What follows belongs to an exercise in optimizing a design on an open flow for small area; a production flow would make more cautious choices. The RTL was checked by simulation tests, not by an equivalence proof against the original design. Power is estimated from default activity; no workload was simulated.

File: flow/flow/run.sh
#!/bin/bash
# Layout flow: the standard ORFS flow (standard.sh) with
#  - synthesis: the standard synthesis script, but ABC maps with the
#    area-oriented script flow/area.abc and adders are left to ABC instead
#    of being extracted into half/full-adder cells (registers unchanged);
#  - CTS without dummy loads, with the buffers and clustering below;
#  - port buffers of the smallest buffer cell.
# Every tool's output goes to a log file in this folder.
set -euo pipefail
W=$PWD
cat > "$W/own_synth.tcl" <<TCL
proc extract_fa {args} { puts "own flow: extract_fa skipped" }
proc abc {args} {
  set i [lsearch -exact \$args -script]
  if {\$i >= 0} { set args [lreplace \$args [expr {\$i+1}] [expr {\$i+1}] $W/flow/area.abc] }
  puts "own flow: abc \$args"
  yosys abc {*}\$args
}
source $W/synth_recipe.tcl
TCL
CTS="-sink_clustering_enable -repair_clock_nets -dont_use_dummy_load ${OWN_CTS:--buf_list {sky130_fd_sc_hd__clkbuf_8 sky130_fd_sc_hd__clkbuf_16} -sink_clustering_size 16 -sink_clustering_max_diameter 50}"
bash standard.sh "SYNTH_SCRIPT=$W/own_synth.tcl" "CTS_ARGS=$CTS" \
  "BUFFER_PORTS_ARGS=-buffer_cell sky130_fd_sc_hd__buf_1" finish > "$W/own_flow.log" 2>&1
File: flow/flow/area.abc
strash; &get -n; &fraig -x; &put; scorr; dc2; strash; &get -n; &dch -f; &nf -R 1000; &put
File: flow/standard.sh
#!/bin/bash
# synth_recipe.tcl (not shown) runs the flow's synth.tcl, then flattens the netlist and writes it again
# the make line also repeats each setting of config.mk as NAME=value (left out here)
make -C /OpenROAD-flow-scripts/flow DESIGN_CONFIG=/design/flow/config.mk WORK_HOME=/design/flow/orfs CLKGATE_MAP_FILE= SYNTH_SCRIPT=/design/flow/synth_recipe.tcl "${@:-finish}"
File: flow/config.mk
export PLATFORM = sky130hd
export DESIGN_NAME = mmu_hostport
export DESIGN_NICKNAME = mmu_hostport
export VERILOG_FILES = /design/flow/design.v
export SDC_FILE = /design/flow/constraint.sdc
export NUM_CORES = 4
export LEC_CHECK = 0
export CAP_MARGIN = 20
export CORE_MARGIN = 2
export CORE_UTILIZATION = 50
export SLEW_MARGIN = 20
File: flow/constraint.sdc
create_clock -name core_clock -period 10.0 [get_ports {clk}]
set_input_delay 2.0000 -clock core_clock [delete_from_list [all_inputs] [get_ports {clk}]]
set_output_delay 2.0000 -clock core_clock [all_outputs]
set_load 0.01 [all_outputs]
File: flow/design.v
module mmu_hostport (
    input  wire       clk,
    input  wire       rst,
    input  wire       in_valid,
    input  wire [7:0] in_data,
    output wire       in_ready,
    output wire       out_valid,
    output wire [7:0] out_data,
    input  wire       out_ready
);
    localparam [119:0] DEFAULT_COMPAT = 120'h00001020A020280202B02300A60218;
    localparam [3:0] S_CLR    = 4'd0;
    localparam [3:0] S_IDLE   = 4'd1;
    localparam [3:0] S_ID     = 4'd2;    
    localparam [3:0] S_ACC    = 4'd3;    
    localparam [3:0] S_WAIT   = 4'd4;    
    localparam [3:0] S_HDR    = 4'd5;    
    localparam [3:0] S_FRAME  = 4'd6;    
    localparam [3:0] S_FDEC   = 4'd7;    
    localparam [3:0] S_DEND   = 4'd8;
    localparam [3:0] S_ARG1   = 4'd9;    
    localparam [3:0] S_BSET   = 4'd10;
    localparam [3:0] S_HEX    = 4'd11;
    localparam [3:0] S_COMMIT = 4'd12;
    localparam [3:0] S_STREAM = 4'd13;
    reg [3:0]   st;
    reg [1:0]   mode;
    reg [4:0]   idx;
    reg [6:0]   addr;
    reg         bad, kc, vbit, arm, nlo;
    reg [7:0]   obuf;
    reg         ov;
    reg [3:0]   p, q;
    reg         flash;
    reg [119:0] cr;     
    reg [119:0] hb;     
    reg [47:0]  ls;     
    wire [3:0] q1 = q + 4'd1;
    wire [7:0] chead, hhead, htail;
    wire [7:0] ctap [0:3];
    wire [2:0] lhead;
    genvar g;
    generate
        for (g = 0; g < 8; g = g + 1) begin : heads
            assign chead[g]   = cr[15*g];
            assign ctap[0][g] = cr[15*g];
            assign ctap[1][g] = cr[15*g + 4];
            assign ctap[2][g] = cr[15*g + 8];
            assign ctap[3][g] = cr[15*g + 12];
            assign hhead[g]   = hb[15*g];
            assign htail[g]   = hb[15*g + 14];
        end
        for (g = 0; g < 3; g = g + 1) begin : lheads
            assign lhead[g] = ls[16*g];
        end
    endgenerate
    reg [6:0] base;
    always @(*) begin
        case (in_data[3:0])
            4'd1:    base = 7'd126;
            4'd2:    base = 7'd12;
            4'd3:    base = 7'd25;
            4'd4:    base = 7'd37;
            4'd5:    base = 7'd48;
            4'd6:    base = 7'd58;
            4'd7:    base = 7'd67;
            4'd8:    base = 7'd75;
            4'd9:    base = 7'd82;
            4'd10:   base = 7'd88;
            4'd11:   base = 7'd93;
            4'd12:   base = 7'd97;
            4'd13:   base = 7'd100;
            4'd14:   base = 7'd102;
            4'd15:   base = 7'd103;
            default: base = 7'd0;
        endcase
    end
    wire [6:0] off = {2'b00, addr[4:0]} + base;
    reg       is_hex;
    reg [3:0] nib;
    always @(*) begin
        is_hex = 1'b1;
        nib    = in_data[3:0];
        if (in_data >= "0" && in_data <= "9")      nib = in_data[3:0];
        else if (in_data >= "A" && in_data <= "F") nib = in_data[3:0] + 4'd9;
        else if (in_data >= "a" && in_data <= "f") nib = in_data[3:0] + 4'd9;
        else                                       is_hex = 1'b0;
    end
    wire       is_flash = !kc && addr[6:5] == 2'd0;
    wire       aligned  = kc ? (p == addr[6:3]) : (is_flash || q1 == addr[3:0]);
    reg        rdval;
    always @(*) begin
        if (kc)                     rdval = chead[addr[2:0]];
        else if (addr[6:5] == 2'd1) rdval = lhead[0];
        else if (addr[6:5] == 2'd2) rdval = lhead[1];
        else if (addr[6:5] == 2'd3) rdval = lhead[2];
        else                        rdval = flash;
    end
    wire set_now = (st == S_ACC) && !bad && mode[0] && aligned;
    reg [1:0] ls_code;
    always @(*) begin
        case (lhead)
            3'b001:  ls_code = 2'd1;
            3'b010:  ls_code = 2'd2;
            3'b100:  ls_code = 2'd3;
            default: ls_code = 2'd0;
        endcase
    end
    wire [3:0] ip1    = idx[3:0] + 4'd1;
    wire       lsbyte = (st == S_FRAME) && mode == 2'd0 && kc && !idx[4] && ip1[3:2] != 2'd0;
    wire       win    = q[3:2] == ip1[1:0];
    wire       lsbit  = in_data[{q[1:0], 1'b1}];
    wire       nbin  = (p == 4'd0) || (htail == 8'hff);
    wire [7:0] ndec  = hhead - {7'd0, nbin};
    wire       nzero = htail == 8'd0 && (ndec == 8'd0 || mode[1]);
    wire [3:0] htgt = 4'd14 - idx[4:1];
    wire [3:0] sk      = idx[3:0] - 4'd4;
    wire [4:0] sdiff   = {1'b0, sk} - {1'b0, p};
    wire [3:0] sd      = sdiff[4] ? sdiff[3:0] - 4'd1 : sdiff[3:0];
    wire       s_bits  = idx >= 5'd4 && idx <= 5'd18;
    wire       s_ready = !s_bits || sd[1:0] == 2'd0;
    reg  [7:0] s_byte;
    always @(*) begin
        if (s_bits)                                       s_byte = ctap[sd[3:2]];
        else if (idx == 5'd1)                             s_byte = 8'h10;
        else if ((idx == 5'd2 || idx == 5'd3) && mode[0]) s_byte = 8'h83;
        else                                              s_byte = 8'h00;
    end
    wire can_load = !ov || out_ready;
    reg rdy;
    always @(*) begin
        case (st)
            S_IDLE:  rdy = !ov;
            S_ID:    rdy = 1'b1;
            S_HDR:   rdy = idx[1:0] == 2'd0 || p == {3'd0, idx[1]};
            S_ARG1:  rdy = !mode[1] || p == 4'd0;
            S_FRAME: rdy = !lsbyte || (win && q[1:0] == 2'd3 && arm);
            S_BSET:  rdy = p == idx[3:0];
            S_HEX:   rdy = p == htgt;
            default: rdy = 1'b0;
        endcase
    end
    assign in_ready  = rdy;
    assign out_valid = ov;
    assign out_data  = obuf;
    wire acc = in_valid && rdy;
    reg [7:0] cw, cd, hw, hd;
    integer j;
    always @(*) begin
        for (j = 0; j < 8; j = j + 1) begin
            cw[j] = 1'b0;
            cd[j] = 1'b0;
            case (st)
                S_CLR: cw[j] = 1'b1;
                S_COMMIT: begin
                    cw[j] = 1'b1;
                    if (mode == 2'd2)      cd[j] = hhead[j];
                    else if (mode == 2'd1) cd[j] = DEFAULT_COMPAT[{p, 3'b000} + j];
                end
                S_BSET: begin
                    cw[j] = acc;
                    cd[j] = in_data[j];
                end
                default: begin
                    cw[j] = set_now && kc && addr[2:0] == j;
                    cd[j] = vbit;
                end
            endcase
            hw[j] = 1'b0;
            hd[j] = in_data[j];
            case (st)
                S_HDR, S_ARG1: hw[j] = acc;
                S_HEX: begin
                    hw[j] = acc && (j >= 4) == !idx[0];
                    hd[j] = nib[j % 4];
                end
                S_FDEC: begin
                    hw[j] = p == 4'd0 || (p == 4'd1 && nlo);
                    hd[j] = ndec[j];
                end
                default: ;
            endcase
        end
    end
    reg [2:0] lw;
    reg       ld;
    always @(*) begin
        for (j = 0; j < 3; j = j + 1)
            lw[j] = (st == S_CLR) ||
                    (set_now && !kc && addr[6:5] == j + 1) ||
                    (lsbyte && win && in_valid && ip1[3:2] == j + 1);
        ld = (st == S_CLR) ? 1'b0 : (st == S_ACC) ? vbit : lsbit;
    end
    integer i;
    always @(posedge clk) begin
        for (j = 0; j < 8; j = j + 1) begin
            for (i = 0; i < 14; i = i + 1) begin
                cr[15*j + i] <= cr[15*j + i + 1];
                hb[15*j + i] <= hb[15*j + i + 1];
            end
            cr[15*j + 14] <= cw[j] ? cd[j] : chead[j];
            hb[15*j + 14] <= hw[j] ? hd[j] : hhead[j];
        end
        for (j = 0; j < 3; j = j + 1) begin
            for (i = 0; i < 15; i = i + 1)
                ls[16*j + i] <= ls[16*j + i + 1];
            ls[16*j + 15] <= lw[j] ? ld : lhead[j];
        end
    end
    always @(posedge clk) begin
        if (rst) begin
            st    <= S_CLR;
            idx   <= 5'd0;
            ov    <= 1'b0;
            p     <= 4'd0;
            q     <= 4'd0;
            flash <= 1'b0;
        end else begin
            p <= (p == 4'd14) ? 4'd0 : p + 4'd1;
            q <= q1;
            if (q[1:0] == 2'd0)
                arm <= lsbyte && win && in_valid;
            if (ov && out_ready)
                ov <= 1'b0;
            case (st)
                S_CLR: begin
                    idx <= idx + 5'd1;
                    if (idx == 5'd15)
                        st <= S_IDLE;
                end
                S_IDLE: if (acc) begin
                    idx  <= 5'd0;
                    mode <= 2'd0;
                    case (in_data)
                        8'h01: st <= S_ID;
                        8'h02: begin st <= S_ID; mode <= 2'd1; end
                        8'h03: st <= S_HDR;
                        8'h05: begin st <= S_HDR; mode <= 2'd1; idx <= 5'd1; end
                        8'h04: st <= S_ARG1;
                        8'h20: begin st <= S_ARG1; mode <= 2'd1; end
                        8'h12: begin st <= S_ARG1; mode <= 2'd2; end
                        8'h10: st <= S_BSET;
                        8'h11: begin st <= S_STREAM; idx <= 5'd3; end
                        8'h13: st <= S_COMMIT;
                        8'h14: begin st <= S_COMMIT; mode <= 2'd1; end
                        default: begin obuf <= 8'h02; ov <= 1'b1; end
                    endcase
                end
                S_ID: if (acc) begin
                    idx <= idx + 5'd1;
                    case (idx[2:0])
                        3'd0: begin
                            kc  <= in_data == 8'd1;
                            bad <= !(in_data == 8'd1 || in_data == 8'd3);
                        end
                        3'd1: bad <= bad || in_data != 8'd0;
                        3'd2: begin
                            addr[4:0] <= in_data[4:0];
                            bad <= bad || in_data > 8'd16;
                        end
                        3'd3: begin
                            if (kc) begin
                                addr <= off;
                                bad  <= bad || in_data[7:4] != 4'd0 || in_data == 8'd0 ||
                                        in_data[4:0] >= addr[4:0];
                            end else begin
                                addr[6:5] <= in_data[1:0];
                                bad <= bad || in_data > 8'd3 ||
                                       ((in_data == 8'd0) != (addr[4:0] == 5'd0));
                            end
                            if (!mode[0]) st <= S_ACC;
                        end
                        3'd4: begin
                            vbit <= in_data[0];
                            bad  <= bad || in_data > 8'd1;
                        end
                        default: begin
                            bad <= bad || in_data != 8'd0;
                            st  <= S_ACC;
                        end
                    endcase
                end
                S_ACC: begin
                    if (bad) begin
                        obuf <= 8'h02; ov <= 1'b1; st <= S_IDLE;
                    end else if (!mode[0]) begin
                        obuf <= 8'h00; ov <= 1'b1; st <= S_WAIT;
                    end else if (aligned) begin
                        if (is_flash) flash <= vbit;
                        obuf <= 8'h00; ov <= 1'b1; st <= S_IDLE;
                    end
                end
                S_WAIT: if (aligned && can_load) begin
                    obuf <= mode[0] ? {6'd0, ls_code} : {7'd0, rdval};
                    ov <= 1'b1; st <= S_IDLE;
                end
                S_HDR: if (acc) begin
                    idx <= idx + 5'd1;
                    case (idx[1:0])
                        2'd0: begin
                            bad <= !(in_data == 8'd0 || in_data == 8'd1 || in_data == 8'd3);
                            kc  <= in_data == 8'd0;
                        end
                        2'd1: ;
                        default: begin
                            idx  <= 5'd0;
                            vbit <= 1'b0;
                            kc   <= kc && !bad && (in_data != 8'd0 || htail[7:4] != 4'd0);
                            st   <= S_FRAME;
                            if (mode[0]) begin
                                if (in_data == 8'd0 && htail == 8'd0) begin
                                    obuf <= 8'h03; ov <= 1'b1; st <= S_IDLE;
                                end
                            end else begin
                                if (bad)
                                    obuf <= 8'h02;
                                else if (in_data == 8'd0 && htail < 8'd3)
                                    obuf <= 8'h03;
                                else if (kc && in_data == 8'd0 && htail[7:4] == 4'd0)
                                    obuf <= 8'h04;
                                else
                                    obuf <= 8'h00;
                                if (in_data == 8'd0 && htail == 8'd0) begin
                                    ov <= 1'b1; st <= S_IDLE;
                                end
                            end
                        end
                    endcase
                end
                S_FRAME: if (acc) begin
                    if (!idx[4]) idx <= idx + 5'd1;
                    if (mode[0] && idx == 5'd2) vbit <= in_data == 8'h03;
                    if (mode == 2'd0 && kc && idx == 5'd15) flash <= in_data[7];
                    nlo <= 1'b0;
                    st  <= S_FDEC;
                end
                S_FDEC: begin
                    if (p == 4'd0) nlo <= 1'b1;
                    if (p == 4'd1 && nlo) st <= nzero ? S_DEND : S_FRAME;
                end
                S_DEND: begin
                    st <= S_IDLE;
                    ov <= 1'b1;
                    if (mode[1])     obuf <= 8'h01;
                    else if (mode[0]) begin
                        if (idx < 5'd3)  obuf <= 8'h03;
                        else if (vbit) begin
                            ov <= 1'b0; idx <= 5'd0; st <= S_STREAM;
                        end else         obuf <= 8'h05;
                    end
                end
                S_ARG1: if (acc) begin
                    case (mode)
                        2'd0: begin      
                            if (in_data == 8'h83) begin
                                idx <= 5'd0; mode <= 2'd1; st <= S_STREAM;
                            end else begin
                                obuf <= 8'h02; ov <= 1'b1; st <= S_IDLE;
                            end
                        end
                        2'd1: begin      
                            addr[3:0] <= in_data[3:0];
                            kc   <= 1'b0;
                            addr[6:5] <= 2'd1;
                            obuf <= 8'h00; ov <= 1'b1; st <= S_WAIT;
                            if (in_data == 8'd0 || in_data > 8'd16) begin
                                obuf <= 8'h02; st <= S_IDLE;
                            end
                        end
                        default: begin   
                            idx <= 5'd0;
                            st  <= (in_data == 8'd30) ? S_HEX : S_FRAME;
                            if (in_data == 8'd0) begin
                                obuf <= 8'h01; ov <= 1'b1; st <= S_IDLE;
                            end
                        end
                    endcase
                end
                S_BSET: if (acc) begin
                    idx <= idx + 5'd1;
                    if (idx == 5'd14) begin
                        obuf <= 8'h00; ov <= 1'b1; st <= S_IDLE;
                    end
                end
                S_HEX: if (acc) begin
                    idx <= idx + 5'd1;
                    bad <= (idx != 5'd0 && bad) || !is_hex;
                    if (idx == 5'd29) begin
                        if (bad || !is_hex) begin
                            obuf <= 8'h01; ov <= 1'b1; st <= S_IDLE;
                        end else begin
                            idx <= 5'd0; st <= S_COMMIT;
                        end
                    end
                end
                S_COMMIT: begin
                    idx <= idx + 5'd1;
                    if (idx == 5'd14) begin
                        obuf <= 8'h00; ov <= 1'b1; st <= S_IDLE;
                    end
                end
                S_STREAM: if (can_load && s_ready) begin
                    obuf <= s_byte; ov <= 1'b1;
                    idx  <= idx + 5'd1;
                    if (idx == (mode[0] ? 5'd23 : 5'd18))
                        st <= S_IDLE;
                end
                default: st <= S_IDLE;
            endcase
        end
    end
endmodule
==> summary.txt, run 1 <==
I/O pins - 22
syn avg cell area - 10.31 sq um
Synth top area share - 0.5754
Seq/Total Area, Yosys - 0.6372
Mapped Cells - 1,036
syn_nets - 1,048
hpwl dp - 21.92 mm
Seq cells post-synth - 329
Stop stage - 4_1_cts
placed insts - 1,347
routability congestion estimate - 0.9649
stop err - [ERROR CTS-0126] No physical master cell found for buffer -sink_clustering_size.
DP Area - 11,230 sq um
number of synthesized flops with an enable pin - 22
status - did not finish
Synth Cell Area - 10,680 sq um
Synth area leader - dfxtp_1
DIE HEIGHT - 150.2 um
Cell variety after synth - 56
Area contributors post-synth - dfxtp_1 58%, edfxtp_1 6.2%, nand2_1 4.3%
initial core utilization - 0.5081
die width - 150.2 um
Cell Rows - 53
Ys Warns - 1
predominant post-synthesis flop cell - dfxtp_1
synth cell count leaders - 307 x dfxtp_1, 123 x nand2_1, 111 x nor2_1, 68 x a21oi_1, 68 x o21ai_0
ys async rst share - 0
I/O Buffers - 21
most frequent cell after synthesis - dfxtp_1
==> how the worst min path moves through the flow <==
| stage | start | to | slack [ns] | cells after the start |
|---|---|---|---|---|
| 2_1_floorplan | cr[1] | cr[0] | 0.31 | 0 |
| 3_3_place_gp | cr[115] | cr[114] | 0.31 | 0 |
| 3_5_place_dp | ls[37] | ls[36] | 0.31 | 0 |
==> per-stage QoR <==
step | total power [uW] | setup slack [ns] | util
detailed placement | 2483 | 4.074 | 0.5341
global placement | 2482 | 4.081 | 0.5341
floorplan | 2219 | 5.175 | -
==> power groups by stage <==
stage	combinational [uW]	sequential [uW]	clock [uW]
after detailed placement	598	1890	0
after global placement	604	1880	0
after floorplan	385	1830	0
==> cells by family after synthesis <==
logic type | count (synthesis) | share of synthesized area
buffers and inverters | 18 | 0.006325
XOR/XNOR | 39 | 0.03198
flip-flops | 329 | 0.6372
multiplexers | 4 | 0.005154
adder cells (fa/ha/maj) | 2 | 0.001874
AO/OA/AOI/OAI | 251 | 0.1485
AND/OR/NAND/NOR | 393 | 0.1689
==> run 2: changes to the inputs <==
--- a/flow/flow/run.sh
+++ b/flow/flow/run.sh
@@ -20,3 +20,5 @@
 TCL
-CTS="-sink_clustering_enable -repair_clock_nets -dont_use_dummy_load ${OWN_CTS:--buf_list {sky130_fd_sc_hd__clkbuf_8 sky130_fd_sc_hd__clkbuf_16} -sink_clustering_size 16 -sink_clustering_max_diameter 50}"
+CTS="-sink_clustering_enable -repair_clock_nets -dont_use_dummy_load"
+CTS="$CTS -buf_list {sky130_fd_sc_hd__clkbuf_16}"
+CTS="$CTS -sink_clustering_size 30 -sink_clustering_max_diameter 80"
 bash standard.sh "SYNTH_SCRIPT=$W/own_synth.tcl" "CTS_ARGS=$CTS" \
--- a/flow/config.mk
+++ b/flow/config.mk
@@ -10,2 +10,3 @@
 export CORE_UTILIZATION = 50
+export GPL_TIMING_DRIVEN = 0
 export SLEW_MARGIN = 20
==> run 2 against run 1 <==
  * The run now finishes clean
  * Area after synthesis unchanged
  * Synthesized cell count unchanged
==> summary.txt, run 2 <==
initial antenna violation count - 0
setup TNS - 0 ns
Final Cycle Share - 0.6042
Slew Limit Fails - 0
largest net degree at the start of global routing - 31
Reg2Reg Setup Slack - 4.26 ns
post-route setup slack - 3.958 ns
routability congestion estimate - 0.9312 (was 0.9649)
Hold Path Class - flop to flop
critical-path cell list - nand2_1 -> nor2_1 -> nand2_1 -> o21ai_0 -> xnor2_1 -> or4_1 -> o21ai_0 -> buf_1
worst-path fanout max - 22
Worst Hold Slack - 0.2635 ns
first-pass GRT wire length - 42.68 mm
final hold vios - 0
slowest CP cell - dfxtp_1
CP peak stage delay - 0.87 ns
Area contributors post-synth - dfxtp_1 58%, edfxtp_1 6.2%, nand2_1 4.3% (unchanged)
hpwl dp - 20.31 mm (was 21.92 mm)
CP Data Arrival Time - 4.04 ns
number of synthesized flops with an enable pin - 22 (unchanged)
Synth top area share - 0.5754 (unchanged)
Core ar. - 21,020 sq um
CTS Buffer Depth - 3
Startpoint Class - flop
syn avg cell area - 10.31 sq um (unchanged)
vias in the first global route - 7,467
First DRT Iteration DRCs - 713
Top Registers - cr: 120 flops, hb: 120 flops, ls: 48 flops
Num Clock Sinks - 329
Synth area leader - dfxtp_1 (unchanged)
die width - 150.2 um (unchanged)
Synth Cell Area - 10,680 sq um (unchanged)
Cell Rows - 53 (unchanged)
Seq cells post-synth - 329 (unchanged)
H-tree levels - 1
Slew HR - 0.2393
CP endpoint kind - output pin
CTS buffer count - 17
TritonCTS clock tree - done
P_leak - 0.004285 uW
layout cells sized above 1 - 0.02507
Max-Cap Viols - 0
Final nets - 1,091
area grow syn2layout - 8.387%
RSZ-0062 raised after global routing - false
r2r startpoint - st[1]
Tmin final - 6.042 ns
maximum VDD drop - 0.0001844 V
status - no timing/DRC/antenna violations (was did not finish)
Cell variety after synth - 56 (unchanged)
initial core utilization - 0.5081 (unchanged)
Worst Tran Pin Value - 1.132 ns
RR Endpoint - st[2]
most frequent cell after synthesis - dfxtp_1 (unchanged)
worst r2r path cells - 15
synth cell count leaders - 307 x dfxtp_1, 123 x nand2_1, 111 x nor2_1, 68 x a21oi_1, 68 x o21ai_0 (unchanged)
crit path from - st[1]
commonest non-fill, non-tap cells in the layout - 307 x dfxtp_1, 123 x nand2_1, 111 x nor2_1
total gr overflow - 0
worst slack, placed - 4.183 ns (was 4.074 ns)
syn_nets - 1,048 (unchanged)
CP Capture Point - in_ready
worst endpoint required time - 8.00 ns
clk root buf - clkbuf_16
clock latency on the worst-skew pair - 0.50 ns
I/O Buffers - 21 (unchanged)
# hold bufs at CTS - 0
Mapped Cells - 1,036 (unchanged)
DRT Pass-1 Iters - 7
kind of critical path - flop to output pin
# fillers - 1,929
Pwr per Cell Area - 269.6 nW/um^2
most common library cell in the layout ignoring fill and taps - dfxtp_1
total number of vias - 7,890
Final Skew - 0.05764 ns
Post-route DRC - 0
post-route antenna net violation count - 0
DIE HEIGHT - 150.2 um (unchanged)
Vias/cell - 5.836
overall routed net length - 27.89 mm
predominant post-synthesis flop cell - dfxtp_1 (unchanged)
Seq/Total Area, Yosys - 0.6372 (unchanged)
Total GRT Usage - 0.2497
die area - 22,550 sq um
maximum clock rate - 0.1655 GHz
Final setup viols - 0
post-cts sizing count - 0
ys async rst share - 0 (unchanged)
I/O pins - 22 (unchanged)
Avg WL per Cell - 20.63 um
Post CTS Setup Buffer Count - 0
antenna cell count - 0
Ys Warns - 1 (unchanged)
clock slew at reported path FFs - 0.10 ns
run 2: area by class of cell:
type	count	area, sq um	share of cell area
well taps	275	344.1	0.02972
inverters	18	67.56	0.005836
multi-input cells	689	3836	0.3314
repair buffers	24	97.59	0.008430
flip-flops and latches	329	6807	0.5879
clock buffers	17	425.4	0.03674
run 2: logic make-up after synthesis:
| group | count (synthesis) | share of synthesized area |
|---|---|---|
| AO/OA/AOI/OAI | 251 | 0.1485 |
| XOR/XNOR | 39 | 0.03198 |
| adder cells (fa/ha/maj) | 2 | 0.001874 |
| buffers and inverters | 18 | 0.006325 |
| flip-flops | 329 | 0.6372 |
| multiplexers | 4 | 0.005154 |
| AND/OR/NAND/NOR | 393 | 0.1689 |
run 2: metrics by stage:
stage | instances | util | total power, uW | cell area [sq um]
3_3_place_gp | 1332 | 0.5282 | 2451 | 11100
3_5_place_dp | 1335 | 0.5305 | 2462 | 11150
6_report | 1352 | 0.5507 | 3121 | 11580
2_1_floorplan | 1036 | - | 2219 | 10680
5_1_grt | 1352 | 0.5507 | 3282 | 11580
4_1_cts | 1352 | 0.5507 | 3140 | 11580
run 2: worst min-delay path by stage:
stage	from	depth (start not counted)	slack (ns)	end
after detailed placement	ls[13]	0	0.31	ls[12]
after global placement	cr[59]	0	0.31	cr[58]
after floorplan	cr[1]	0	0.31	cr[0]
after CTS	hb[57]	0	0.26	hb[56]
final	hb[57]	0	0.26	hb[56]
after global routing	hb[41]	0	0.25	hb[40]
run 2: per-layer routing:
metal,vias to the layer above,wire [um],track usage
li1,3811,-,-
met1,3715,12860,0.3568
met2,307,11750,0.3733
met3,57,2198,0.04970
met4,0,1078,0.09717
met5,-,0,0
run 2: worst max-delay path: cells and delay by family (launching register included):
kind,cells,cell delay [ns]
buffers and inverters,1,0.22
XOR/XNOR,1,0.09
AO/OA/AOI/OAI,2,0.56
flip-flops,1,0.87
AND/OR/NAND/NOR,4,1.81
run 2: where the power goes:
| group | internal (uW) | leakage [uW] | switching [uW] |
|---|---|---|---|
| combinational | 198 | 0.00134 | 366 |
| sequential | 1700 | 0.00274 | 181 |
| clock | 305 | 0.000209 | 373 |
| total | 2200 | 0.00429 | 920 |
==> run 3: changes to the inputs <==
--- a/flow/config.mk
+++ b/flow/config.mk
@@ -9,3 +9,3 @@
 export CORE_MARGIN = 2
-export CORE_UTILIZATION = 50
+export CORE_UTILIZATION = 65
 export GPL_TIMING_DRIVEN = 0
==> run 3 against run 2 <==
  * Fmax rose by 4.4%
  * First-iteration DRC count grew 78%
  * Global-route usage increased by 8.0 points
  * Combinational power is 3% higher
==> summary.txt, run 3 <==
status - no timing/DRC/antenna violations (unchanged)
maximum VDD drop - 0.0002079 V (was 0.0001844 V)
RSZ-0062 raised after global routing - false (unchanged)
Final Skew - 0.03711 ns (was 0.05764 ns)
CP endpoint kind - output pin (unchanged)
Total GRT Usage - 0.3292 (was 0.2497)
total number of vias - 8,424 (was 7,890)
Ys Warns - 1 (unchanged)
Core Util, Final - 0.7154 (was 0.5507)
initial core utilization - 0.6676 (was 0.5081)
area grow syn2layout - 7.169% (was 8.387%)
Tmin final - 5.788 ns (was 6.042 ns)
ys async rst share - 0 (unchanged)
area of the multi-input gates - 3837 sq um (was 3836 sq um)
clock latency on the worst-skew pair - 0.50 ns (about the same)
CP peak stage delay - 0.81 ns (was 0.87 ns)
Synth top area share - 0.5754 (unchanged)
clk root buf - clkbuf_16 (unchanged)
Vias/cell - 6.530 (was 5.836)
number of synthesized flops with an enable pin - 22 (unchanged)
I/O pins - 22 (unchanged)
maximum clock rate - 0.1728 GHz (was 0.1655 GHz)
DP Area - 11,070 sq um (was 11,150 sq um)
die width - 132.2 um (was 150.2 um)
First DRT Iteration DRCs - 1,269 (was 713)
RR Endpoint - addr[1] (was st[2])
Final setup viols - 0 (unchanged)
Cell Rows - 46 (was 53)
clock slew at reported path FFs - 0.10 ns (about the same)
Num Clock Sinks - 329 (unchanged)
setup TNS - 0 ns (unchanged)
Hold Path Class - flop to flop (unchanged)
Mapped Cells - 1,036 (unchanged)
Slew HR - 0.2938 (was 0.2393)
syn_nets - 1,048 (unchanged)
Max-Cap Viols - 0 (unchanged)
# hold bufs at CTS - 0 (unchanged)
CTS buffer count - 15 (was 17)
Post-route DRC - 0 (unchanged)
Worst Hold Slack - 0.3042 ns (was 0.2635 ns)
worst endpoint required time - 8.00 ns (about the same)
Startpoint Class - flop (unchanged)
Avg WL per Cell - 22.50 um (was 20.63 um)
routability congestion estimate - 1.029 (was 0.9312)
Final nets - 1,088 (was 1,091)
layout cells sized above 1 - 0.02235 (was 0.02507)
synth cell count leaders - 307 x dfxtp_1, 123 x nand2_1, 111 x nor2_1, 68 x a21oi_1, 68 x o21ai_0 (unchanged)
initial antenna violation count - 1 (was 0)
Post CTS Setup Buffer Count - 0 (unchanged)
slowest CP cell - dfxtp_1 (unchanged)
CP Data Arrival Time - 3.79 ns (was 4.04 ns)
total gr overflow - 0 (unchanged)
Seq cells post-synth - 329 (unchanged)
kind of critical path - flop to output pin (unchanged)
worst r2r path cells - 13 (was 15)
overall routed net length - 29.03 mm (was 27.89 mm)
predominant post-synthesis flop cell - dfxtp_1 (unchanged)
Reg2Reg Setup Slack - 4.60 ns (was 4.26 ns)
r2r startpoint - st[1] (unchanged)
first-pass GRT wire length - 45.05 mm (was 42.68 mm)
Final Cycle Share - 0.5788 (was 0.6042)
DIE HEIGHT - 132.2 um (was 150.2 um)
CP bufs+invs - 1 (unchanged)
syn avg cell area - 10.31 sq um (unchanged)
Tot Pwr - 3135 uW (was 3121 uW)
I/O Buffers - 21 (unchanged)
H-tree levels - 1 (unchanged)
crit-path leading delay family - simple AND/OR/NAND/NOR gates (unchanged)
most common library cell in the layout ignoring fill and taps - dfxtp_1 (unchanged)
most frequent cell after synthesis - dfxtp_1 (unchanged)
P_leak - 0.004257 uW (was 0.004285 uW)
worst hold path depth - 0 (unchanged)
Worst Tran Pin Value - 1.051 ns (was 1.132 ns)
post-cts sizing count - 0 (unchanged)
die area - 17,470 sq um (was 22,550 sq um)
Hold EP - ls[46] (was hb[56])
worst-path fanout max - 22 (unchanged)
Pwr per Cell Area - 273.9 nW/um^2 (was 269.6 nW/um^2)
Seq/Total Area, Yosys - 0.6372 (unchanged)
# fillers - 1,157 (was 1,929)
vias in the first global route - 8,221 (was 7,467)
Post-Layout Inst Area - 11,450 sq um (was 11,580 sq um)
critical-path cell list - nand2_1 -> nor2_1 -> nand2_1 -> o21ai_0 -> xnor2_1 -> or4_1 -> o21ai_0 -> buf_1 (unchanged)
post-route antenna net violation count - 0 (unchanged)
Top Registers - cr: 120 flops, hb: 120 flops, ls: 48 flops (unchanged)
Synth Cell Area - 10,680 sq um (unchanged)
Core ar. - 16,000 sq um (was 21,020 sq um)
Area contributors post-synth - dfxtp_1 58%, edfxtp_1 6.2%, nand2_1 4.3% (unchanged)
Slew Limit Fails - 0 (unchanged)
Cell variety after synth - 56 (unchanged)
commonest non-fill, non-tap cells in the layout - 307 x dfxtp_1, 123 x nand2_1, 111 x nor2_1 (unchanged)
hpwl dp - 20.06 mm (was 20.31 mm)
TritonCTS clock tree - done (unchanged)
DRT Pass-1 Iters - 7 (unchanged)
Seq. cell area - 6807 sq um (unchanged)
antenna cell count - 0 (unchanged)
Hold Startpoint - ls[47] (was hb[57])
final hold vios - 0 (unchanged)
largest net degree at the start of global routing - 31 (unchanged)
CTS Buffer Depth - 3 (unchanged)
Synth area leader - dfxtp_1 (unchanged)
run 3: cell counts after synthesis:
No cell type changed its count.
run 3: worst max-delay path by stage:
stage	cells past startpoint	start	end
6_report	8	st[1]	in_ready
5_1_grt	8	st[1]	in_ready
4_1_cts	8	st[1]	in_ready
3_5_place_dp	10	in_data[0]	obuf[6]
3_3_place_gp	9	in_data[0]	obuf[2]
2_1_floorplan	7	in_data[6]	obuf[0]
run 3: power breakdown:
part	internal (uW)	switching, uW	total (uW)
clock network	272	375	646
logic	197	385	582
registers	1700	206	1910
run 3: stage by stage:
step	cells	setup slack [ns]
after floorplan	1036	5.175
after global placement	1273	3.216
after detailed placement	1274	4.070
after CTS	1289	4.245
after global routing	1290	4.039
final	1290	4.212
run 3: cells by family (layout without fill, tap and decap cells):
group                    count (synthesis)  in the layout  synth area share
multiplexers                             4              4          0.005154
AO/OA/AOI/OAI                          251            251            0.1485
AND/OR/NAND/NOR                        393            393            0.1689
adder cells (fa/ha/maj)                  2              2          0.001874
flip-flops                             329            329            0.6372
buffers and inverters                   18             56          0.006325
XOR/XNOR                                39             39           0.03198
run 3: final cells by class:
cell class / instances / area share
multi-input cells: 689 / 0.3352
inverters: 18 / 0.005902
flip-flops and latches: 329 / 0.5946
well taps: 216 / 0.02361
repair buffers: 23 / 0.007870
clock buffers: 15 / 0.03279
run 3: worst reg2reg max path, stage by stage (launching register included):
cell and delay (ns):
dfxtp_1 0.81, nand2_1 0.22, nor2_1 0.73, nand2_1 0.21, o21ai_0 0.15, xnor2_1 0.09, or4_1 0.51, o21ai_0 0.41
nand2_1 0.38, nand3_1 0.28, o22ai_1 0.18, nor2_1 0.15, o21ai_0 0.17, a211oi_1 0.77
run 3: metal layers:
| layer | vias up | global-route usage | part of all wire |
|---|---|---|---|
| met1 | 3944 | 0.4430 | 0.41 |
| met5 | - | 0 | 0 |
| met2 | 560 | 0.5174 | 0.44 |
| met4 | 0 | 0.1499 | 0.049 |
| met3 | 114 | 0.06690 | 0.099 |
| li1 | 3806 | - | - |
==> run 4: changes to the inputs <==
--- a/flow/flow/run.sh
+++ b/flow/flow/run.sh
@@ -21,4 +21,4 @@
 CTS="-sink_clustering_enable -repair_clock_nets -dont_use_dummy_load"
-CTS="$CTS -buf_list {sky130_fd_sc_hd__clkbuf_16}"
-CTS="$CTS -sink_clustering_size 30 -sink_clustering_max_diameter 80"
+CTS="$CTS -buf_list {sky130_fd_sc_hd__clkbuf_8 sky130_fd_sc_hd__clkbuf_16}"
+CTS="$CTS -sink_clustering_size 16 -sink_clustering_max_diameter 50"
 bash standard.sh "SYNTH_SCRIPT=$W/own_synth.tcl" "CTS_ARGS=$CTS" \
--- a/flow/config.mk
+++ b/flow/config.mk
@@ -9,4 +9,3 @@
 export CORE_MARGIN = 2
-export CORE_UTILIZATION = 65
-export GPL_TIMING_DRIVEN = 0
+export CORE_UTILIZATION = 50
 export SLEW_MARGIN = 20
==> run 4 against run 3 <==
  * Combinational power rose by 5.8%
  * Critical endpoint unchanged
  * Register-to-register slack gained 0.35 ns
  * Highest routed layer unchanged
  * Final cell count grew 6.7%
  * Largest cell class unchanged
==> summary.txt, run 4 <==
status - no timing/DRC/antenna violations (unchanged)
Slew Limit Fails - 0 (unchanged)
number of synthesized flops with an enable pin - 22 (unchanged)
clock latency on the worst-skew pair - 0.56 ns (was 0.50 ns)
clk root buf - clkbuf_16 (unchanged)
Num Clock Sinks - 329 (unchanged)
Vias/cell - 5.961 (was 6.530)
DIE HEIGHT - 150.2 um (was 132.2 um)
Cell Rows - 53 (was 46)
Final Cycle Share - 0.5561 (was 0.5788)
Post-Layout Inst Area - 11,970 sq um (was 11,450 sq um)
area grow syn2layout - 12.03% (was 7.169%)
CP endpoint kind - output pin (unchanged)
Final setup viols - 0 (unchanged)
Top Registers - cr: 120 flops, hb: 120 flops, ls: 48 flops (unchanged)
# fillers - 1,795 (was 1,157)
layout cells sized above 1 - 0.04450 (was 0.02235)
die area - 22,550 sq um (was 17,470 sq um)
clock slew at reported path FFs - 0.06 ns (was 0.10 ns)
routability congestion estimate - 0.9649 (was 1.029)
Startpoint Class - flop (unchanged)
Seq. cell area - 6807 sq um (unchanged)
Seq cells post-synth - 329 (unchanged)
Slew HR - 0.2637 (was 0.2938)
Final Skew - 0.06555 ns (was 0.03711 ns)
Seq/Total Area, Yosys - 0.6372 (unchanged)
syn_nets - 1,048 (unchanged)
Area contributors post-synth - dfxtp_1 58%, edfxtp_1 6.2%, nand2_1 4.3% (unchanged)
H-tree levels - 1 (unchanged)
Final nets - 1,115 (was 1,088)
RSZ-0062 raised after global routing - false (unchanged)
Mapped Cells - 1,036 (unchanged)
maximum clock rate - 0.1798 GHz (was 0.1728 GHz)
DP Area - 11,230 sq um (was 11,070 sq um)
CP Data Arrival Time - 3.56 ns (was 3.79 ns)
Post CTS Setup Buffer Count - 0 (unchanged)
P_leak - 0.004491 uW (was 0.004257 uW)
post-cts sizing count - 0 (unchanged)
# hold bufs at CTS - 0 (unchanged)
Tmin final - 5.561 ns (was 5.788 ns)
initial core utilization - 0.5081 (was 0.6676)
Synth Cell Area - 10,680 sq um (unchanged)
Total GRT Usage - 0.2697 (was 0.3292)
critical-path cell list - nor2b_1 -> nand3_1 -> nor2_1 -> xor2_1 -> xnor2_1 -> or4_1 -> o21ai_0 -> buf_1 (was nand2_1 -> nor2_1 -> nand2_1 -> o21ai_0 -> xnor2_1 -> or4_1 -> o21ai_0 -> buf_1)
hpwl dp - 21.92 mm (was 20.06 mm)
commonest non-fill, non-tap cells in the layout - 307 x dfxtp_1, 123 x nand2_1, 111 x nor2_1 (unchanged)
most frequent cell after synthesis - dfxtp_1 (unchanged)
die width - 150.2 um (was 132.2 um)
CTS buffer count - 29 (was 15)
most common library cell in the layout ignoring fill and taps - dfxtp_1 (unchanged)
initial antenna violation count - 0 (was 1)
vias in the first global route - 7,682 (was 8,221)
Max-Cap Viols - 0 (unchanged)
area of the multi-input gates - 3831 sq um (was 3837 sq um)
Ys Warns - 1 (unchanged)
TritonCTS clock tree - done (unchanged)
Cell variety after synth - 56 (unchanged)
ys async rst share - 0 (unchanged)
Synth top area share - 0.5754 (unchanged)
First DRT Iteration DRCs - 948 (was 1,269)
crit path from - st[3] (was st[1])
predominant post-synthesis flop cell - dfxtp_1 (unchanged)
slowest CP cell - dfxtp_1 (unchanged)
CP peak stage delay - 0.57 ns (was 0.81 ns)
Hold Startpoint - cr[59] (was ls[47])
total gr overflow - 0 (unchanged)
maximum VDD drop - 0.0002082 V (was 0.0002079 V)
post-route antenna net violation count - 0 (unchanged)
Synth area leader - dfxtp_1 (unchanged)
syn avg cell area - 10.31 sq um (unchanged)
I/O pins - 22 (unchanged)
DRT Pass-1 Iters - 6 (was 7)
Worst Tran Pin Value - 1.100 ns (was 1.051 ns)
I/O Buffers - 21 (unchanged)
kind of critical path - flop to output pin (unchanged)
largest net degree at the start of global routing - 27 (was 31)
Post-route DRC - 0 (unchanged)
worst endpoint required time - 8.00 ns (about the same)
worst-path fanout max - 13 (was 22)
Hold Path Class - flop to flop (unchanged)
synth cell count leaders - 307 x dfxtp_1, 123 x nand2_1, 111 x nor2_1, 68 x a21oi_1, 68 x o21ai_0 (unchanged)
r2r startpoint - st[3] (was st[1])
Pwr per Cell Area - 283.8 nW/um^2 (was 273.9 nW/um^2)
overall routed net length - 30.07 mm (was 29.03 mm)
Avg WL per Cell - 21.85 um (was 22.50 um)
antenna cell count - 0 (unchanged)
setup TNS - 0 ns (unchanged)
total number of vias - 8,202 (was 8,424)
Core ar. - 21,020 sq um (was 16,000 sq um)
final hold vios - 0 (unchanged)
first-pass GRT wire length - 45.73 mm (was 45.05 mm)
CTS Buffer Depth - 3 (unchanged)
[run 4: cell counts after synthesis]
Identical to the previous run, type by type.
[run 4: final timing paths]
check	to	slack, ns	cells past startpoint
worst min-delay path	cr[58]	0.28	0
worst max register to register	addr[2]	4.95	13
worst max-delay path	in_ready	4.44	8
worst min register to register	cr[58]	0.28	0
[run 4: layout make-up]
type	count	share of cell area
Clock buffer	29	0.06064
Inverter	18	0.005646
Multi-Input combinational cell	689	0.3202
Sequential cell	329	0.5688
Tap cell	275	0.02875
Timing Repair Buffer	36	0.01600
[run 4: report_power, final]
| group | total (uW) | internal, uW | switching, uW |
|---|---|---|---|
| Sequential | 1860 | 1700 | 160 |
| Clock | 917 | 504 | 414 |
| Combinational | 616 | 209 | 408 |
| Total | 3400 | 2410 | 982 |
[run 4: cells by family after synthesis]
family / Yosys count / synth area share
adders and majority gates: 2 / 0.001874
AOI/OAI and AO/OA: 251 / 0.1485
buffers and inverters: 18 / 0.006325
and+or+nand+nor: 393 / 0.1689
muxes: 4 / 0.005154
xor gates and xnor gates: 39 / 0.03198
DFF: 329 / 0.6372
[run 4: layer usage]
metal  share of wire  GRT usage
met1            0.44     0.3791
met2            0.44     0.4171
met3           0.082    0.04970
met4           0.038    0.09811
met5               0          0
[run 4: critical path: cells and delay by family, from the launching register on]
family          cells  cell delay, ns
buf+inv             1            0.26
simple gates        4            1.71
xor+xnor            2            0.29
flops               1            0.57
compound gates      1            0.23
[run 4: through the flow]
step / setup WS, ns / hold WS, ns / total power [uW] / std cells / utilization
after CTS: 4.520 / 0.2637 / 3408 / 1376 / 0.5687
after detailed placement: 4.074 / 0.3121 / 2483 / 1347 / 0.5341
final: 4.439 / 0.2803 / 3396 / 1376 / 0.5693
after global placement: 4.081 / 0.3098 / 2482 / 1347 / 0.5341
after global routing: 4.122 / 0.2759 / 3564 / 1376 / 0.5693
after floorplan: 5.175 / 0.3096 / 2219 / 1036 / -
==> run 5: changes to the inputs <==
--- a/flow/design.v
+++ b/flow/design.v
@@ -24,3 +24,4 @@
     localparam [3:0] S_COMMIT = 4'd12;
-    localparam [3:0] S_STREAM = 4'd13;
+    localparam [3:0] S_STREAM = 4'd13;   
+    localparam [3:0] S_SBITS  = 4'd14;   
     reg [3:0]   st;
@@ -29,3 +30,3 @@
     reg [6:0]   addr;
-    reg         bad, kc, vbit, arm, nlo;
+    reg         bad, kc, vbit, arm;
     reg [7:0]   obuf;
@@ -116,14 +117,6 @@
     wire [3:0] htgt = 4'd14 - idx[4:1];
-    wire [3:0] sk      = idx[3:0] - 4'd4;
-    wire [4:0] sdiff   = {1'b0, sk} - {1'b0, p};
+    wire [4:0] sdiff   = {1'b0, idx[3:0]} - {1'b0, p};
     wire [3:0] sd      = sdiff[4] ? sdiff[3:0] - 4'd1 : sdiff[3:0];
-    wire       s_bits  = idx >= 5'd4 && idx <= 5'd18;
-    wire       s_ready = !s_bits || sd[1:0] == 2'd0;
-    reg  [7:0] s_byte;
-    always @(*) begin
-        if (s_bits)                                       s_byte = ctap[sd[3:2]];
-        else if (idx == 5'd1)                             s_byte = 8'h10;
-        else if ((idx == 5'd2 || idx == 5'd3) && mode[0]) s_byte = 8'h83;
-        else                                              s_byte = 8'h00;
-    end
+    wire [7:0] c_byte  = idx[2:0] == 3'd1 ? 8'h10 :
+                         ((idx[2:0] == 3'd2 || idx[2:0] == 3'd3) && mode[0]) ? 8'h83 : 8'h00;
     wire can_load = !ov || out_ready;
@@ -136,3 +129,3 @@
             S_ARG1:  rdy = !mode[1] || p == 4'd0;
-            S_FRAME: rdy = !lsbyte || (win && q[1:0] == 2'd3 && arm);
+            S_FRAME: rdy = p != 4'd0 && (!lsbyte || (win && q[1:0] == 2'd3 && arm));
             S_BSET:  rdy = p == idx[3:0];
@@ -177,3 +170,3 @@
                 S_FDEC: begin
-                    hw[j] = p == 4'd0 || (p == 4'd1 && nlo);
+                    hw[j] = p[3:1] == 3'd0;
                     hd[j] = ndec[j];
@@ -333,9 +326,5 @@
                     if (mode == 2'd0 && kc && idx == 5'd15) flash <= in_data[7];
-                    nlo <= 1'b0;
-                    st  <= S_FDEC;
-                end
-                S_FDEC: begin
-                    if (p == 4'd0) nlo <= 1'b1;
-                    if (p == 4'd1 && nlo) st <= nzero ? S_DEND : S_FRAME;
+                    st <= S_FDEC;
                 end
+                S_FDEC: if (p == 4'd1) st <= nzero ? S_DEND : S_FRAME;
                 S_DEND: begin
@@ -401,7 +390,17 @@
                 end
-                S_STREAM: if (can_load && s_ready) begin
-                    obuf <= s_byte; ov <= 1'b1;
+                S_STREAM: if (can_load) begin
+                    obuf <= c_byte; ov <= 1'b1;
                     idx  <= idx + 5'd1;
-                    if (idx == (mode[0] ? 5'd23 : 5'd18))
-                        st <= S_IDLE;
+                    if (idx[2:0] == 3'd3) begin
+                        idx <= 5'd0; st <= S_SBITS;
+                    end
+                    if (idx[3]) st <= S_IDLE;
+                end
+                S_SBITS: if (can_load && sd[1:0] == 2'd0) begin
+                    obuf <= ctap[sd[3:2]]; ov <= 1'b1;
+                    idx  <= idx + 5'd1;
+                    if (idx[3:0] == 4'd14) begin
+                        idx <= 5'd4;
+                        st  <= mode[0] ? S_STREAM : S_IDLE;
+                    end
                 end
--- a/flow/flow/run.sh
+++ b/flow/flow/run.sh
@@ -2,3 +2,3 @@
 # Layout flow: the standard ORFS flow (standard.sh) with
-#  - synthesis: the standard synthesis script, but ABC maps with the
+#  - synthesis: the standard synthesis script, but ABC maps (after &deepsyn, time-bounded) with the
 #    area-oriented script flow/area.abc and adders are left to ABC instead
@@ -21,4 +21,4 @@
 CTS="-sink_clustering_enable -repair_clock_nets -dont_use_dummy_load"
-CTS="$CTS -buf_list {sky130_fd_sc_hd__clkbuf_8 sky130_fd_sc_hd__clkbuf_16}"
-CTS="$CTS -sink_clustering_size 16 -sink_clustering_max_diameter 50"
+CTS="$CTS -buf_list {sky130_fd_sc_hd__clkbuf_16}"
+CTS="$CTS -sink_clustering_size 30 -sink_clustering_max_diameter 80"
 bash standard.sh "SYNTH_SCRIPT=$W/own_synth.tcl" "CTS_ARGS=$CTS" \
==> flow/flow/area.abc (replaced) <==
strash; &get -n; &fraig -x; &deepsyn -T 120; &dch -f; &nf -R 1000; &put
--- a/flow/config.mk
+++ b/flow/config.mk
@@ -10,2 +10,3 @@
 export CORE_UTILIZATION = 50
+export GPL_TIMING_DRIVEN = 0
 export SLEW_MARGIN = 20
==> run 5 against run 4 <==
  * Utilization is 1.8 points lower
  * Highest routed layer unchanged
  * Clock skew is 0.012 ns lower
  * Sequential power is 15% lower
  * Still clean
  * Total power fell by 20%
  * Wire length is 12% lower
  * Critical path type unchanged
  * Combinational power down 21%
  * Clock-buffer cell count down 13
  * Sequential share of layout area grew 4.1 points
  * Synthesized cell count shrank 8.6%
  * Design area shrank 7.1%
==> summary.txt, run 5 <==
I/O Buffers - 21 (unchanged)
die width - 147.2 um (was 150.2 um)
post-route antenna net violation count - 0 (unchanged)
Slew HR - 0.2439 (was 0.2637)
Final setup viols - 0 (unchanged)
most common library cell in the layout ignoring fill and taps - dfxtp_1 (unchanged)
status - no timing/DRC/antenna violations (unchanged)
Mapped Cells - 947 (was 1,036)
Worst Hold Slack - 0.2753 ns (was 0.2803 ns)
Core Util, Final - 0.5514 (was 0.5693)
Core ar. - 20,170 sq um (was 21,020 sq um)
Top Registers - cr: 120 flops, hb: 120 flops, ls: 48 flops (unchanged)
clock slew at reported path FFs - 0.10 ns (was 0.06 ns)
worst-path fanout max - 21 (was 13)
Seq cells post-synth - 328 (was 329)
P_leak - 0.004015 uW (was 0.004491 uW)
die area - 21,680 sq um (was 22,550 sq um)
area of the multi-input gates - 3411 sq um (was 3831 sq um)
clock latency on the worst-skew pair - 0.51 ns (was 0.56 ns)
Tmin final - 5.874 ns (was 5.561 ns)
vias in the first global route - 6,916 (was 7,682)
Seq/Total Area, Yosys - 0.6606 (was 0.6372)
ys async rst share - 0 (unchanged)
area grow syn2layout - 8.404% (was 12.03%)
hpwl dp - 18.54 mm (was 21.92 mm)
predominant post-synthesis flop cell - dfxtp_1 (unchanged)
worst slack, placed - 3.917 ns (was 4.074 ns)
Total GRT Usage - 0.2430 (was 0.2697)
maximum VDD drop - 0.0001547 V (was 0.0002082 V)
initial antenna violation count - 0 (unchanged)
CP Data Arrival Time - 3.87 ns (was 3.56 ns)
overall routed net length - 26.53 mm (was 30.07 mm)
total gr overflow - 0 (unchanged)
most frequent cell after synthesis - dfxtp_1 (unchanged)
DRT Pass-1 Iters - 9 (was 6)
Area contributors post-synth - dfxtp_1 60%, edfxtp_1 6.1%, nor2_1 3.5% (was dfxtp_1 58%, edfxtp_1 6.2%, nand2_1 4.3%)
Ys Warns - 1 (unchanged)
synth cell count leaders - 307 x dfxtp_1, 97 x nor2_1, 80 x nand2_1, 54 x o21ai_0, 52 x a21oi_1 (was 307 x dfxtp_1, 123 x nand2_1, 111 x nor2_1, 68 x a21oi_1, 68 x o21ai_0)
layout cells sized above 1 - 0.02330 (was 0.04450)
RSZ-0062 raised after global routing - false (unchanged)
clk root buf - clkbuf_16 (unchanged)
Post-route DRC - 0 (unchanged)
Startpoint Class - flop (unchanged)
# hold bufs at CTS - 0 (unchanged)
Vias/cell - 5.909 (was 5.961)
First DRT Iteration DRCs - 888 (was 948)
Hold Path Class - flop to flop (unchanged)
Seq. cell area - 6777 sq um (was 6807 sq um)
largest net degree at the start of global routing - 31 (was 27)
CP endpoint kind - output pin (unchanged)
Synth Cell Area - 10,260 sq um (was 10,680 sq um)
first-pass GRT wire length - 40.48 mm (was 45.73 mm)
Synth area leader - dfxtp_1 (unchanged)
post-cts sizing count - 0 (unchanged)
Cell variety after synth - 55 (was 56)
Final nets - 1,001 (was 1,115)
Cell Rows - 52 (was 53)
worst endpoint required time - 8.00 ns (about the same)
# fillers - 1,865 (was 1,795)
placed insts - 1,239 (was 1,347)
I/O pins - 22 (unchanged)
non-filler cells, final - 1,257 (was 1,376)
commonest non-fill, non-tap cells in the layout - 307 x dfxtp_1, 97 x nor2_1, 80 x nand2_1 (was 307 x dfxtp_1, 123 x nand2_1, 111 x nor2_1)
Synth top area share - 0.5991 (was 0.5754)
initial core utilization - 0.5086 (was 0.5081)
final hold vios - 0 (unchanged)
Max-Cap Viols - 0 (unchanged)
H-tree levels - 1 (unchanged)
syn avg cell area - 10.83 sq um (was 10.31 sq um)
DIE HEIGHT - 147.2 um (was 150.2 um)
antenna cell count - 0 (unchanged)
Avg WL per Cell - 21.11 um (was 21.85 um)
syn_nets - 959 (was 1,048)
routability congestion estimate - 0.9904 (was 0.9649)
Slew Limit Fails - 0 (unchanged)
maximum clock rate - 0.1702 GHz (was 0.1798 GHz)
setup TNS - 0 ns (unchanged)
total number of vias - 7,427 (was 8,202)
CTS Buffer Depth - 3 (unchanged)
Pwr per Cell Area - 245.8 nW/um^2 (was 283.8 nW/um^2)
TritonCTS clock tree - done (unchanged)
kind of critical path - flop to output pin (unchanged)
CTS buffer count - 16 (was 29)
post-route setup slack - 4.126 ns (was 4.439 ns)
number of synthesized flops with an enable pin - 21 (was 22)
Final Skew - 0.05334 ns (was 0.06555 ns)
Worst Tran Pin Value - 1.133 ns (was 1.100 ns)
Final Cycle Share - 0.5874 (was 0.5561)
Post CTS Setup Buffer Count - 0 (unchanged)
Num Clock Sinks - 328 (was 329)
run 5: changes by cell type after synthesis, moves of 14 or more:
cell,before,now
nand2_1,123,80
xnor2_1,29,12
a21oi_1,68,52
o22ai_1,5,21
nor2_1,111,97
o21ai_0,68,54
run 5: worst max-delay path, cell delays in order (launching register included):
cell	delay, ns
dfxtp_1	0.89
clkinv_1	0.75
nand2_1	0.39
nor2_1	0.19
nor2_1	0.31
a311oi_1	0.10
nor4_1	0.29
nand2_1	0.26
buf_1	0.20
run 5: worst paths after layout:
path | start | end | slack [ns] | depth (start not counted)
setup / recovery | st[1] | in_ready | 4.13 | 8
hold / removal | hb[28] | hb[27] | 0.28 | 0
setup reg to reg | st[2] | st[2] | 4.98 | 12
hold reg to reg | hb[28] | hb[27] | 0.28 | 0
run 5: per-stage QoR:
stage / total power (uW) / area, sq um
2_1_floorplan: 1898 / 10260
3_3_place_gp: 2082 / 10680
3_5_place_dp: 2083 / 10690
4_1_cts: 2737 / 11090
5_1_grt: 2865 / 11120
6_report: 2734 / 11120
run 5: final cells by class:
type                            instances  area share
Timing Repair Buffer                   24     0.01013
Tap cell                              270     0.03038
Inverter                               22    0.007426
Multi-Input combinational cell        597      0.3067
Sequential cell                       328      0.6094
Clock buffer                           16     0.03600
run 5: logic make-up after synthesis:
family,count (synthesis),share of synthesized area
AND/OR/NAND/NOR,348,0.1642
XOR/XNOR,23,0.01964
multiplexers,10,0.01268
buffers and inverters,22,0.008050
flip-flops,328,0.6606
AO/OA/AOI/OAI,216,0.1349
run 5: report_power, final:
part	switching, uW	leakage [uW]	internal, uW	total [uW]
registers	109	0.00269	1480	1590
logic	319	0.00113	166	485
clock network	373	0.000197	288	661
run 5: routing by layer:
layer  up-vias  routed length (um)  track usage
li1       3512                   -            -
met3        79                2277      0.05807
met4         0                1180      0.09615
met2       364               11030       0.3572
met5         -                   0            0
met1      3472               12050       0.3470
==> run 6: changes to the inputs <==
--- a/flow/config.mk
+++ b/flow/config.mk
@@ -9,3 +9,3 @@
 export CORE_MARGIN = 2
-export CORE_UTILIZATION = 50
+export CORE_UTILIZATION = 65
 export GPL_TIMING_DRIVEN = 0
==> run 6 against run 5 <==
  * Clock-buffer cell count stayed put
  * Sequential cell count stayed put
  * Clock power is 4.1% higher
  * Setup slack worse by 0.37 ns
  * Combinational power is 13% higher
  * Critical path depth stayed put
  * Sequential power hardly changed
  * Area after synthesis stayed put
  * Die area is 22% lower
  * Largest cell class unchanged
  * Largest power group unchanged
==> summary.txt, run 6 <==
status - no timing/DRC/antenna violations (unchanged)
worst-path fanout max - 21 (unchanged)
I/O pins - 22 (unchanged)
worst endpoint required time - 8.00 ns (about the same)
die width - 129.6 um (was 147.2 um)
Post-route DRC - 0 (unchanged)
DIE HEIGHT - 129.6 um (was 147.2 um)
Worst Hold Slack - 0.3044 ns (was 0.2753 ns)
number of synthesized flops with an enable pin - 21 (unchanged)
kind of critical path - flop to output pin (unchanged)
maximum VDD drop - 0.0001658 V (was 0.0001547 V)
Tmin final - 6.243 ns (was 5.874 ns)
syn avg cell area - 10.83 sq um (unchanged)
RSZ-0062 raised after global routing - false (unchanged)
initial core utilization - 0.6699 (was 0.5086)
DRT Pass-1 Iters - 8 (was 9)
Mapped Cells - 947 (unchanged)
CP endpoint kind - output pin (unchanged)
commonest non-fill, non-tap cells in the layout - 307 x dfxtp_1, 97 x nor2_1, 80 x nand2_1 (unchanged)
syn_nets - 959 (unchanged)
clock latency on the worst-skew pair - 0.52 ns (was 0.51 ns)
largest net degree at the start of global routing - 31 (unchanged)
# fillers - 988 (was 1,865)
Pwr per Cell Area - 258.9 nW/um^2 (was 245.8 nW/um^2)
routability congestion estimate - 0.9480 (was 0.9904)
initial antenna violation count - 1 (was 0)
Startpoint Class - flop (unchanged)
first-pass GRT wire length - 50.31 mm (was 40.48 mm)
Worst Tran Pin Value - 1.197 ns (was 1.133 ns)
area grow syn2layout - 7.513% (was 8.404%)
Post CTS Setup Buffer Count - 0 (unchanged)
Area contributors post-synth - dfxtp_1 60%, edfxtp_1 6.1%, nor2_1 3.5% (unchanged)
maximum clock rate - 0.1602 GHz (was 0.1702 GHz)
Slew HR - 0.2008 (was 0.2439)
First DRT Iteration DRCs - 1,497 (was 888)
antenna cell count - 0 (unchanged)
Final nets - 999 (was 1,001)
Final Cycle Share - 0.6243 (was 0.5874)
clk root buf - clkbuf_16 (unchanged)
Avg WL per Cell - 28.18 um (was 21.11 um)
synth cell count leaders - 307 x dfxtp_1, 97 x nor2_1, 80 x nand2_1, 54 x o21ai_0, 52 x a21oi_1 (unchanged)
most common library cell in the layout ignoring fill and taps - dfxtp_1 (unchanged)
Top Registers - cr: 120 flops, hb: 120 flops, ls: 48 flops (unchanged)
CTS buffer count - 16 (unchanged)
Seq cells post-synth - 328 (unchanged)
Cell variety after synth - 55 (unchanged)
I/O Buffers - 21 (unchanged)
Cell Rows - 45 (was 52)
Core ar. - 15,310 sq um (was 20,170 sq um)
P_leak - 0.004009 uW (was 0.004015 uW)
layout cells sized above 1 - 0.02437 (was 0.02330)
Hold Path Class - flop to flop (unchanged)
total number of vias - 8,610 (was 7,427)
Vias/cell - 7.199 (was 5.909)
Num Clock Sinks - 328 (unchanged)
CTS Buffer Depth - 3 (unchanged)
Synth top area share - 0.5991 (unchanged)
ys async rst share - 0 (unchanged)
Slew Limit Fails - 0 (unchanged)
CP Data Arrival Time - 4.24 ns (was 3.87 ns)
total gr overflow - 0 (unchanged)
post-route antenna net violation count - 0 (unchanged)
vias in the first global route - 8,422 (was 6,916)
hpwl dp - 22.17 mm (was 18.54 mm)
Synth area leader - dfxtp_1 (unchanged)
most frequent cell after synthesis - dfxtp_1 (unchanged)
# hold bufs at CTS - 0 (unchanged)
Final setup viols - 0 (unchanged)
setup TNS - 0 ns (unchanged)
clock slew at reported path FFs - 0.10 ns (about the same)
Synth Cell Area - 10,260 sq um (unchanged)
final hold vios - 0 (unchanged)
Ys Warns - 1 (unchanged)
predominant post-synthesis flop cell - dfxtp_1 (unchanged)
die area - 16,800 sq um (was 21,680 sq um)
Seq/Total Area, Yosys - 0.6606 (unchanged)
overall routed net length - 33.70 mm (was 26.53 mm)
post-cts sizing count - 0 (unchanged)
H-tree levels - 1 (unchanged)
Total GRT Usage - 0.4039 (was 0.2430)
Max-Cap Viols - 0 (unchanged)
Final Skew - 0.06704 ns (was 0.05334 ns)
TritonCTS clock tree - done (unchanged)
run 6: cell counts after synthesis:
Identical to the previous run, type by type.
run 6: final timing paths:
path | from | endpoint | slack (ns) | cells after the start
max reg2reg | idx[2] | obuf[4] | 4.45 | 12
min | hb[10] | hb[9] | 0.30 | 0
max | st[1] | in_ready | 3.76 | 8
min reg2reg | hb[10] | hb[9] | 0.30 | 0
run 6: kinds of logic (layout without fill, tap and decap cells):
group | after synthesis | count (layout) | share of synthesized area
simple gates | 348 | 348 | 0.1642
flops | 328 | 328 | 0.6606
compound gates | 216 | 216 | 0.1349
xor+xnor | 23 | 23 | 0.01964
buf+inv | 22 | 60 | 0.008050
mux | 10 | 10 | 0.01268
run 6: power by group:
group | switching, uW | internal (uW) | total [uW]
Clock | 399 | 289 | 688
Combinational | 383 | 167 | 550
Sequential | 137 | 1480 | 1620
run 6: critical path: stages (launching register included):
cell      delay [ns]
dfxtp_1         0.93
clkinv_1        0.80
nand2_1         0.49
nor2_1          0.26
nor2_1          0.38
a311oi_1        0.10
nor4_1          0.30
nand2_1         0.30
buf_1           0.22
run 6: per-layer routing:
layer | GRT usage | up-vias | wire length [um] | share of wire
li1 | - | 3502 | - | -
met1 | 0.4919 | 3931 | 11600 | 0.34
met2 | 0.6338 | 865 | 14750 | 0.44
met3 | 0.1144 | 312 | 4362 | 0.13
met4 | 0.2562 | 0 | 2981 | 0.088
met5 | 0 | - | 0 | 0
run 6: area by class of cell:
type | instances | area [sq um] | area share
Clock buffer | 16 | 400.4 | 0.03630
Inverter | 22 | 82.58 | 0.007487
Multi-Input combinational cell | 597 | 3417 | 0.3098
Sequential cell | 328 | 6777 | 0.6144
Tap cell | 211 | 264.0 | 0.02394
Timing Repair Buffer | 22 | 88.84 | 0.008054
run 6: metrics by stage:
step / worst slack (ns) / std cells / instance area [sq um] / util / total power, uW
floorplan: 5.179 / 947 / 10260 / - / 1898
global placement: 3.576 / 1179 / 10600 / 0.6922 / 2064
detailed placement: 3.600 / 1179 / 10610 / 0.6926 / 2123
CTS: 4.024 / 1195 / 11010 / 0.7188 / 2798
global route: 3.792 / 1196 / 11030 / 0.7202 / 2916
finish: 3.757 / 1196 / 11030 / 0.7202 / 2856
==> run 7: changes to the inputs <==
--- a/flow/flow/run.sh
+++ b/flow/flow/run.sh
@@ -22,3 +22,3 @@
 CTS="$CTS -buf_list {sky130_fd_sc_hd__clkbuf_16}"
-CTS="$CTS -sink_clustering_size 30 -sink_clustering_max_diameter 80"
+CTS="$CTS -sink_clustering_size 36 -sink_clustering_max_diameter 60"
 bash standard.sh "SYNTH_SCRIPT=$W/own_synth.tcl" "CTS_ARGS=$CTS" \
--- a/flow/config.mk
+++ b/flow/config.mk
@@ -9,3 +9,3 @@
 export CORE_MARGIN = 2
-export CORE_UTILIZATION = 65
+export CORE_UTILIZATION = 70
 export GPL_TIMING_DRIVEN = 0
==> run 7 against run 6 <==
  * Sequential cell count did not move
  * Clock skew is 0.018 ns higher
  * Still clean on timing, DRC and antenna
  * Highest routed layer unchanged
  * Combinational power decreased by 2%
  * Total power down 1.9%
  * Critical endpoint unchanged
  * Wire length down 4.2%
  * Design area is 0.61% lower
  * Synthesized cell count unchanged
  * Die area fell by 6.9%
  * Final cell count fell by 2.4%
  * Global-route usage up 0.66 points
  * Largest cell class unchanged
==> summary.txt, run 7 <==
status - no timing/DRC/antenna violations (unchanged)
Vias/cell - 7.287 (was 7.199)
Synth top area share - 0.5991 (unchanged)
maximum clock rate - 0.1606 GHz (was 0.1602 GHz)
Hold Path Class - flop to flop (unchanged)
slowest CP cell - dfxtp_1 (unchanged)
first-pass GRT wire length - 49.18 mm (was 50.31 mm)
CP endpoint kind - output pin (unchanged)
CP peak stage delay - 0.95 ns (was 0.93 ns)
Tmin final - 6.226 ns (was 6.243 ns)
placed insts - 1,152 (was 1,179)
power share of the combinational group - 0.192 (was 0.193)
post-cts sizing count - 0 (unchanged)
DRT Pass-1 Iters - 9 (was 8)
DIE HEIGHT - 125.1 um (was 129.6 um)
Num Clock Sinks - 328 (unchanged)
Startpoint Class - flop (unchanged)
Final Cycle Share - 0.6226 (was 0.6243)
DP Area - 10,580 sq um (was 10,610 sq um)
Cell variety after synth - 55 (unchanged)
routability congestion estimate - 1.065 (was 0.9480)
critical-path cell list - clkinv_1 -> nand2_1 -> nor2_1 -> nor2_1 -> a311oi_1 -> nor4_1 -> nand2_1 -> buf_1 (unchanged)
number of synthesized flops with an enable pin - 21 (unchanged)
synth cell count leaders - 307 x dfxtp_1, 97 x nor2_1, 80 x nand2_1, 54 x o21ai_0, 52 x a21oi_1 (unchanged)
H-tree levels - 1 (unchanged)
Post CTS Setup Buffer Count - 0 (unchanged)
initial core utilization - 0.7112 (was 0.6699)
Final nets - 997 (was 999)
hpwl dp - 21.45 mm (was 22.17 mm)
total gr overflow - 0 (unchanged)
setup TNS - 0 ns (unchanged)
Post-Layout Inst Area - 10,960 sq um (was 11,030 sq um)
Final Skew - 0.08517 ns (was 0.06704 ns)
syn avg cell area - 10.83 sq um (unchanged)
Post-route DRC - 0 (unchanged)
final hold vios - 0 (unchanged)
TritonCTS clock tree - done (unchanged)
Area contributors post-synth - dfxtp_1 60%, edfxtp_1 6.1%, nor2_1 3.5% (unchanged)
most frequent cell after synthesis - dfxtp_1 (unchanged)
total number of vias - 8,504 (was 8,610)
worst endpoint required time - 8.00 ns (about the same)
First DRT Iteration DRCs - 1,469 (was 1,497)
Worst Tran Pin Value - 1.247 ns (was 1.197 ns)
I/O pins - 22 (unchanged)
Pwr per Cell Area - 255.7 nW/um^2 (was 258.9 nW/um^2)
Avg WL per Cell - 27.68 um (was 28.18 um)
Int Power - 1914 uW (was 1937 uW)
Core ar. - 14,420 sq um (was 15,310 sq um)
post-route antenna net violation count - 0 (unchanged)
## run 7: cell count changes in the layout (fill, tap and decap cells not counted)
cell | previous run | this run
buf_1 | 19 | 20
buf_4 | 1 | 0
clkbuf_2 | 2 | 1
clkbuf_16 | 16 | 15
## run 7: power by group through the flow
| stage | registers [uW] | clock network (uW) | logic, uW |
|---|---|---|---|
| after floorplan | 1570 | 0 | 326 |
| after global routing | 1620 | 684 | 563 |
| final | 1620 | 647 | 538 |
| after global placement | 1610 | 0 | 453 |
| after detailed placement | 1630 | 0 | 489 |
| after CTS | 1610 | 638 | 511 |
## run 7: per-layer routing
metal / routed length (um) / up-vias / GRT usage
li1: - / 3498 / -
met1: 10880 / 3873 / 0.5050
met2: 14550 / 851 / 0.6538
met3: 4337 / 282 / 0.1194
met4: 2532 / 0 / 0.2288
met5: 0 / - / 0
## run 7: layout make-up
type                       count  area, sq um
timing repair buffer          21        80.08
tap                          184        230.2
sequential                   328         6777
fill                         870         3462
clock buffer                  15        375.4
inverter                      22        82.58
multi-input combinational    597         3417
## run 7: stage by stage
step | setup slack, ns | power [uW] | hold slack, ns
2_1_floorplan | 5.179 | 1898 | 0.3096
3_3_place_gp | 3.427 | 2062 | 0.3097
3_5_place_dp | 3.690 | 2116 | 0.3121
4_1_cts | 4.064 | 2758 | 0.2727
5_1_grt | 3.716 | 2871 | 0.2686
6_report | 3.774 | 2803 | 0.2715
## run 7: path summary, 6_finish.rpt
| check | startpoint | end | slack, ns | depth (start not counted) |
|---|---|---|---|---|
| setup reg to reg | idx[2] | obuf[4] | 3.99 | 12 |
| hold / removal | ls[14] | ls[13] | 0.27 | 0 |
| hold reg to reg | ls[14] | ls[13] | 0.27 | 0 |
| setup / recovery | st[1] | in_ready | 3.77 | 8 |
## run 7: kinds of logic (layout without fill, tap and decap cells)
kind of cell | Yosys count | in the layout | share of synthesized area
simple gates | 348 | 348 | 0.1642
flops | 328 | 328 | 0.6606
xor+xnor | 23 | 23 | 0.01964
mux | 10 | 10 | 0.01268
compound gates | 216 | 216 | 0.1349
buf+inv | 22 | 58 | 0.008050
## run 7: worst max-delay path: cells and delay by family (launching register included)
kind | cells | cell delay [ns]
simple gates | 5 | 1.69
compound gates | 1 | 0.11
buf+inv | 2 | 1.00
flops | 1 | 0.95
